What follows belongs to an exercise in optimizing a design on an open flow for small area, a short achievable clock period and few clock cycles; a production flow would make more cautious choices. Only simulation tests tie the RTL to the original design; equivalence was not proved.

==> v12: inputs <==
==> flow/design.v <==
module pjon_cipher (
    input  wire         clk,
    input  wire         rst,         
    input  wire [127:0] key,         
    input  wire         cmd_valid,
    input  wire         cmd_op,      
    input  wire         cmd_ivf,
    input  wire         cmd_side,    
    input  wire [7:0]   cmd_len,
    input  wire [31:0]  cmd_now,
    input  wire         buf_we,
    input  wire [6:0]   buf_addr,
    input  wire [7:0]   buf_wdata,
    output wire [7:0]   buf_rdata,
    output wire         busy,
    output reg          done,
    output reg          err,
    output reg  [7:0]   result
);
    localparam [1:0] S_IDLE  = 2'd0,
                     S_CRYPT = 2'd1,    
                     S_SRCH  = 2'd2,    
                     S_SCAN  = 2'd3;    
    reg [7:0]   mem [0:127];
    reg [383:0] sb;                     
    reg [95:0]  key_r;                  
    reg [1:0]   state;
    reg         op_r, ivf_r, side_r;
    reg [7:0]   n_r;
    reg [7:0]   x;                      
    reg         fetch;                  
    reg         pre_ph;                 
    reg [7:0]   cnt;                    
    reg         pv;                     
    reg [7:0]   c0, cand;               
    reg [7:0]   seen;
    reg [7:0]   plo, phi, pend_c;       
    reg [5:0]   ka, kj;                 
    reg         ks_run, ks_done;
    assign busy = (state != S_IDLE);
    wire [6:0] addr = busy ? cnt[6:0] : buf_addr;
    wire [7:0] pm   = (({1'b0, addr} >= plo) && ({1'b0, addr} < phi)) ? pend_c : 8'd0;
    wire       scrub = !busy && !buf_we && !cmd_valid && ({1'b0, buf_addr} == plo) && (plo < phi);
    wire [7:0] rdv  = mem[addr] ^ pm;
    assign buf_rdata = rdv;
    reg  [5:0] kb_r;                    
    reg  [5:0] t_q;                     
    wire [5:0] ka_nx = ka + 6'd1;
    reg  [5:0] s_b, s_t, kb;
    integer e;
    always @(*) begin
        s_t = 6'd0;
        kb  = 6'd0;
        for (e = 0; e < 64; e = e + 1)
            if (t_q == e) s_t = sb[6*e +: 6];
        for (e = 0; e < 16; e = e + 1)
            if (ka_nx[3:0] == e) kb = key_r[6*e +: 6];
    end
    wire [5:0] s_a = ks_run ? sb[5:0] : sb[11:6];
    wire [5:0] jb = kj + s_a + kb_r;    
    always @(*) begin
        s_b = 6'd0;
        for (e = 0; e < 64; e = e + 1)
            if (jb == e) s_b = sb[6*e +: 6];
    end
    wire [95:0] key6;
    genvar g;
    generate for (g = 0; g < 16; g = g + 1) begin : gk
        assign key6[6*g +: 6] = key[8*g +: 6];
    end endgenerate
    wire kdiff = (key6 != key_r);
    wire bad_len = cmd_op ? (cmd_len > 8'd128)
                 : (cmd_ivf & ~cmd_side) ? (cmd_len > 8'd127)
                 : (cmd_ivf &  cmd_side) ? (cmd_len == 8'd0 || cmd_len > 8'd128)
                 : (cmd_len > 8'd128);
    wire [7:0] len_m1 = cmd_len - 8'd1;
    wire [7:0] plen_in = (cmd_ivf && cmd_side) ? len_m1 : cmd_len;
    wire [7:0] tlo_in  = (plen_in > plo) ? plen_in : plo;
    wire [7:0] plen = n_r - {7'd0, ivf_r & side_r};
    wire [7:0] tlo  = (plen > plo) ? plen : plo;
    wire [11:0] m1 = {4'd0, cmd_now[7:0]} + {3'd0, cmd_now[15:8], 1'b0}
                   + {2'd0, cmd_now[23:16], 2'b0} + {1'd0, cmd_now[31:24], 3'b0};
    wire [8:0]  m2 = {1'b0, m1[7:0]} + {4'd0, m1[11:8], 1'b0};
    wire [7:0]  m3 = m2[7:0] + {6'd0, m2[8], 1'b0};
    wire [7:0]  iv_first = ((m3 >= 8'd254) ? m3 - 8'd254 : m3) + 8'd1;
    wire tail     = pre_ph && !fetch && (cnt < phi);
    wire pre_act  = pre_ph && (fetch || tail);
    wire pre_last = fetch ? !(tlo < phi) : (tail && (cnt + 8'd1 == phi));
    wire pre_free = !pre_act || pre_last;
    wire crypt    = (state == S_CRYPT);
    wire s1_go    = crypt && ks_done && pre_free && (pv ? (cnt + 8'd1 < plen) : (plen != 8'd0));
    wire p_last   = crypt && pv && (cnt + 8'd1 == plen);
    wire p_none   = crypt && (plen == 8'd0) && pre_free;
    wire [7:0] ks_out = rdv ^ ((ivf_r && (cnt + 8'd1 < n_r)) ? x : 8'd0) ^ {2'b00, s_t};
    wire [7:0] mv     = (state == S_SCAN) ? rdv : ks_out;
    wire       mv_en  = (state == S_SCAN) || (crypt && pv && ivf_r && !side_r);
    reg  [7:0] mv_r;
    reg        mv_v;
    wire [8:0] mdiff  = {1'b0, mv_r} - {1'b0, c0};
    wire [7:0] md     = mdiff[8] ? mdiff[7:0] - 8'd2 : mdiff[7:0];
    wire       mark   = mv_v && (mv_r != 8'd0) && (mv_r != 8'd255) && (md[7:3] == 5'd0);
    reg  [7:0] seen_s;
    always @(*) begin
        seen_s = seen;
        if (mark) seen_s[md[2:0]] = 1'b1;
    end
    wire       srch   = (state == S_SRCH);
    wire       found  = srch && !seen_s[0];
    wire       full   = &seen_s;
    wire [7:0] cand_nxt = (cand == 8'd254) ? 8'd1 : cand + 8'd1;
    wire [8:0] c0_p8  = {1'b0, c0} + 9'd8;
    wire [7:0] c0_nxt = (c0_p8 > 9'd254) ? c0_p8[7:0] - 8'd254 : c0_p8[7:0];
    wire restart = rst || (!busy && kdiff) || p_last;
    wire       mem_we = busy ? ((crypt && (tail || pv)) || (found && !op_r))
                             : (buf_we || scrub);
    wire [7:0] mem_wd = !busy ? (buf_we ? (buf_wdata ^ pm) : rdv)
                      : (state == S_SRCH) ? cand
                      : pv ? ks_out : rdv;
    always @(posedge clk)
        if (mem_we) mem[addr] <= mem_wd;
    wire step = ks_run || s1_go;
    always @(posedge clk) begin
        for (e = 0; e < 64; e = e + 1) begin
            if (restart)
                sb[6*e +: 6] <= e[5:0];
            else if (step) begin
                if ((e == 63 && ks_run) || (e == 0 && !ks_run))
                    sb[6*e +: 6] <= s_b;
                else if (jb == ((e + 1) % 64))
                    sb[6*e +: 6] <= s_a;
                else
                    sb[6*e +: 6] <= sb[6*((e + 1) % 64) +: 6];
            end
        end
    end
    always @(posedge clk) begin
        if (restart) begin
            key_r   <= key6;
            kb_r    <= key6[5:0];
            ka      <= 6'd0;
            kj      <= 6'd0;
            ks_run  <= 1'b1;
            ks_done <= 1'b0;
        end else if (step) begin
            ka   <= ka_nx;
            kj   <= jb - 6'd1;
            kb_r <= (ks_run && ka != 6'd63) ? kb : 6'd0;
            if (ks_run && ka == 6'd63) begin
                ks_run  <= 1'b0;
                ks_done <= 1'b1;
                kj      <= 6'd0;
            end
        end
    end
    always @(posedge clk) begin
        mv_r <= mv;
        mv_v <= busy && mv_en;
        if (!busy || (srch && full))
            seen <= 8'd0;
        else if (srch)
            seen <= {1'b0, seen_s[7:1]};
        else
            seen <= seen_s;
    end
    always @(posedge clk) begin
        done <= 1'b0;
        t_q  <= s_a + s_b - ka_nx;
        if (rst) begin
            state    <= S_IDLE;
            err      <= 1'b0;
            result   <= 8'd0;
            plo      <= 8'd0;
            phi      <= 8'd0;
        end else begin
            if (scrub) plo <= plo + 8'd1;
            case (state)
            S_IDLE: begin
                if (cmd_valid) begin
                    op_r   <= cmd_op;
                    ivf_r  <= cmd_ivf;
                    side_r <= cmd_side;
                    n_r    <= cmd_len;
                    c0     <= iv_first;
                    cand   <= iv_first;
                    pv     <= 1'b0;
                    if (bad_len) begin
                        err    <= 1'b1;
                        result <= 8'd0;
                        done   <= 1'b1;
                    end else begin
                        err <= 1'b0;
                        if (cmd_op) begin
                            cnt   <= 8'd0;
                            state <= (cmd_len == 8'd0) ? S_SRCH : S_SCAN;
                        end else begin
                            state <= S_CRYPT;
                            fetch <= cmd_ivf && cmd_len >= 8'd2;
                            pre_ph <= 1'b1;
                            cnt   <= (cmd_ivf && cmd_len >= 8'd2) ? len_m1 : tlo_in;
                        end
                    end
                end
            end
            S_CRYPT: begin
                if (fetch) begin
                    x     <= rdv;
                    fetch <= 1'b0;
                    cnt   <= tlo;
                end else if (tail) begin
                    cnt <= cnt + 8'd1;
                end
                if (s1_go) begin
                    pre_ph <= 1'b0;
                end
                pv <= s1_go;
                if (pv)
                    cnt <= cnt + 8'd1;
                else if (s1_go)
                    cnt <= 8'd0;
                if (p_last || p_none) begin
                    cnt <= n_r;
                    if (ivf_r && !side_r) begin
                        state    <= S_SRCH;
                        plo      <= 8'd0;    
                        phi      <= 8'd0;
                    end else begin
                        state  <= S_IDLE;
                        done   <= 1'b1;
                        result <= plen;
                        if (ivf_r && plen >= 8'd2) begin
                            plo      <= 8'd0;
                            phi      <= plen - 8'd1;
                            pend_c   <= ks_out;
                        end else begin
                            plo      <= 8'd0;
                            phi      <= 8'd0;
                        end
                    end
                end
            end
            S_SCAN: begin
                cnt <= cnt + 8'd1;
                if (cnt + 8'd1 == n_r) begin
                    cnt   <= n_r;
                    state <= S_SRCH;
                end
            end
            S_SRCH: begin
                if (full) begin
                    c0    <= c0_nxt;
                    cand  <= c0_nxt;
                    cnt   <= 8'd0;
                    state <= S_SCAN;
                end else if (!found) begin
                    cand <= cand_nxt;
                end else begin
                    state <= S_IDLE;
                    done  <= 1'b1;
                    if (op_r) begin
                        result <= cand;
                    end else begin
                        result   <= n_r + 8'd1;
                        plo      <= 8'd0;
                        phi      <= n_r;
                        pend_c   <= cand;
                    end
                end
            end
            endcase
        end
    end
endmodule
==> flow/run.sh <==
#!/bin/bash
# synth_recipe.tcl (not shown) runs the flow's synth.tcl, then flattens the netlist and writes it again
# the make line also repeats each setting of config.mk as NAME=value (left out here)
make -C /OpenROAD-flow-scripts/flow DESIGN_CONFIG=/design/flow/config.mk WORK_HOME=/design/flow/orfs CLKGATE_MAP_FILE= SYNTH_SCRIPT=/design/flow/synth_recipe.tcl finish
==> flow/config.mk <==
export PLATFORM = sky130hd
export DESIGN_NAME = pjon_cipher
export DESIGN_NICKNAME = pjon_cipher
export VERILOG_FILES = /design/flow/design.v
export SDC_FILE = /design/flow/constraint.sdc
export NUM_CORES = 4
export LEC_CHECK = 0
export ABC_AREA = 1
export CAP_MARGIN = 30
export CORE_MARGIN = 2
export CORE_UTILIZATION = 50
export CTS_CLUSTER_DIAMETER = 80
export CTS_CLUSTER_SIZE = 20
export SETUP_SLACK_MARGIN = 5
export SLEW_MARGIN = 30
==> flow/constraint.sdc <==
create_clock -name core_clock -period 17.0 [get_ports {clk}]
set_input_delay 3.4000 -clock core_clock [delete_from_list [all_inputs] [get_ports {clk}]]
set_output_delay 3.4000 -clock core_clock [all_outputs]
set_load 0.01 [all_outputs]
==> v23: changes against v12 <==
==> flow/flow/run.sh (new file) <==
#!/bin/bash
# Standard layout (the standard.sh: standard synthesis, floorplan, place,
# CTS, route, finish), with a larger setup margin (7 ns) for ORFS's timing repair so
# that the resizer keeps improving the critical paths below the clock period,
# and without gate cloning (its clones can overload a driver after routing).
set -euo pipefail
bash standard.sh SETUP_SLACK_MARGIN=7 SKIP_GATE_CLONING=1 finish > standard_flow.log 2>&1
==> flow/standard.sh (new file) <==
#!/bin/bash
# synth_recipe.tcl (not shown) runs the flow's synth.tcl, then flattens the netlist and writes it again
# the make line also repeats each setting of config.mk as NAME=value (left out here)
make -C /OpenROAD-flow-scripts/flow DESIGN_CONFIG=/design/flow/config.mk WORK_HOME=/design/flow/orfs CLKGATE_MAP_FILE= SYNTH_SCRIPT=/design/flow/synth_recipe.tcl "${@:-finish}"
- CORE_UTILIZATION: 50 -> 45
- CTS_CLUSTER_DIAMETER: 80 -> not set
- CTS_CLUSTER_SIZE: 20 -> not set
- SETUP_SLACK_MARGIN: 5 -> not set
removed: flow/run.sh
==> qor summary <==
quantity                                                                 v23             v12
Maximum number of pins on one net before global-route repair             220             195
Detailed-routing wirelength on met1                               111,000 µm      104,000 µm
Worst r2r path cells                                                      92              90
Post-layout minimum cycle time                                      10.07 ns        11.73 ns
Clk slew on worst S/H paths                                          0.06 ns         0.09 ns
Final core utilization                                                 53.6%           55.1%
Post-cts resize count                                                    270               5
Met2 Routed Length                                                124,000 µm      112,000 µm
Headroom to the max-slew limit                                         27.3%           33.0%
Fmax achieved                                                       99.3 MHz        85.2 MHz
Routed length on met3                                              22,800 µm       14,300 µm
Outcome                                                       finished clean  finished clean
Measured slew at the worst slew-check pin                            1.09 ns         1.00 ns
Flop-to-flop setup slack                                             7.66 ns         6.08 ns
Placer's final routability congestion estimate                         0.897           0.921
Testbench counts of v12, summed over its fixed seeds: cycles 57,669.
Testbench counts of v23, summed over its fixed seeds: cycles 57,669.

static timing again, ports no longer ideal:
In the flow no input, the clock included, has a driving cell. The finished layouts below were timed again as built, in two steps. Step 1 sets driving cells, clkbuf_16 on the clock port and buf_2 on the other inputs (assumed; they add their load-dependent delay and slew). Step 2 moves the port delays by t, midway between the first and last clock arrival at a register: inputs arrive t later, outputs are due t later. That takes back most of the time a late clock gives input paths. Slacks: ideal ports / drivers / drivers and shift; pairs: ideal ports / drivers.
run | t (ns) | slack for setup (ns) | latest minus earliest clock arrival (ns)
v12 | 0.851 | 5.268 / 5.245 / 5.245 | 0.067 / 0.067
v23 | 0.911 | 6.927 / 6.823 / 6.823 | 0.088 / 0.088
After both steps every run listed still meets setup and hold. The setup slack of v23, which loses most, moves by -0.104 ns with the drivers and by -0.104 ns with both steps.
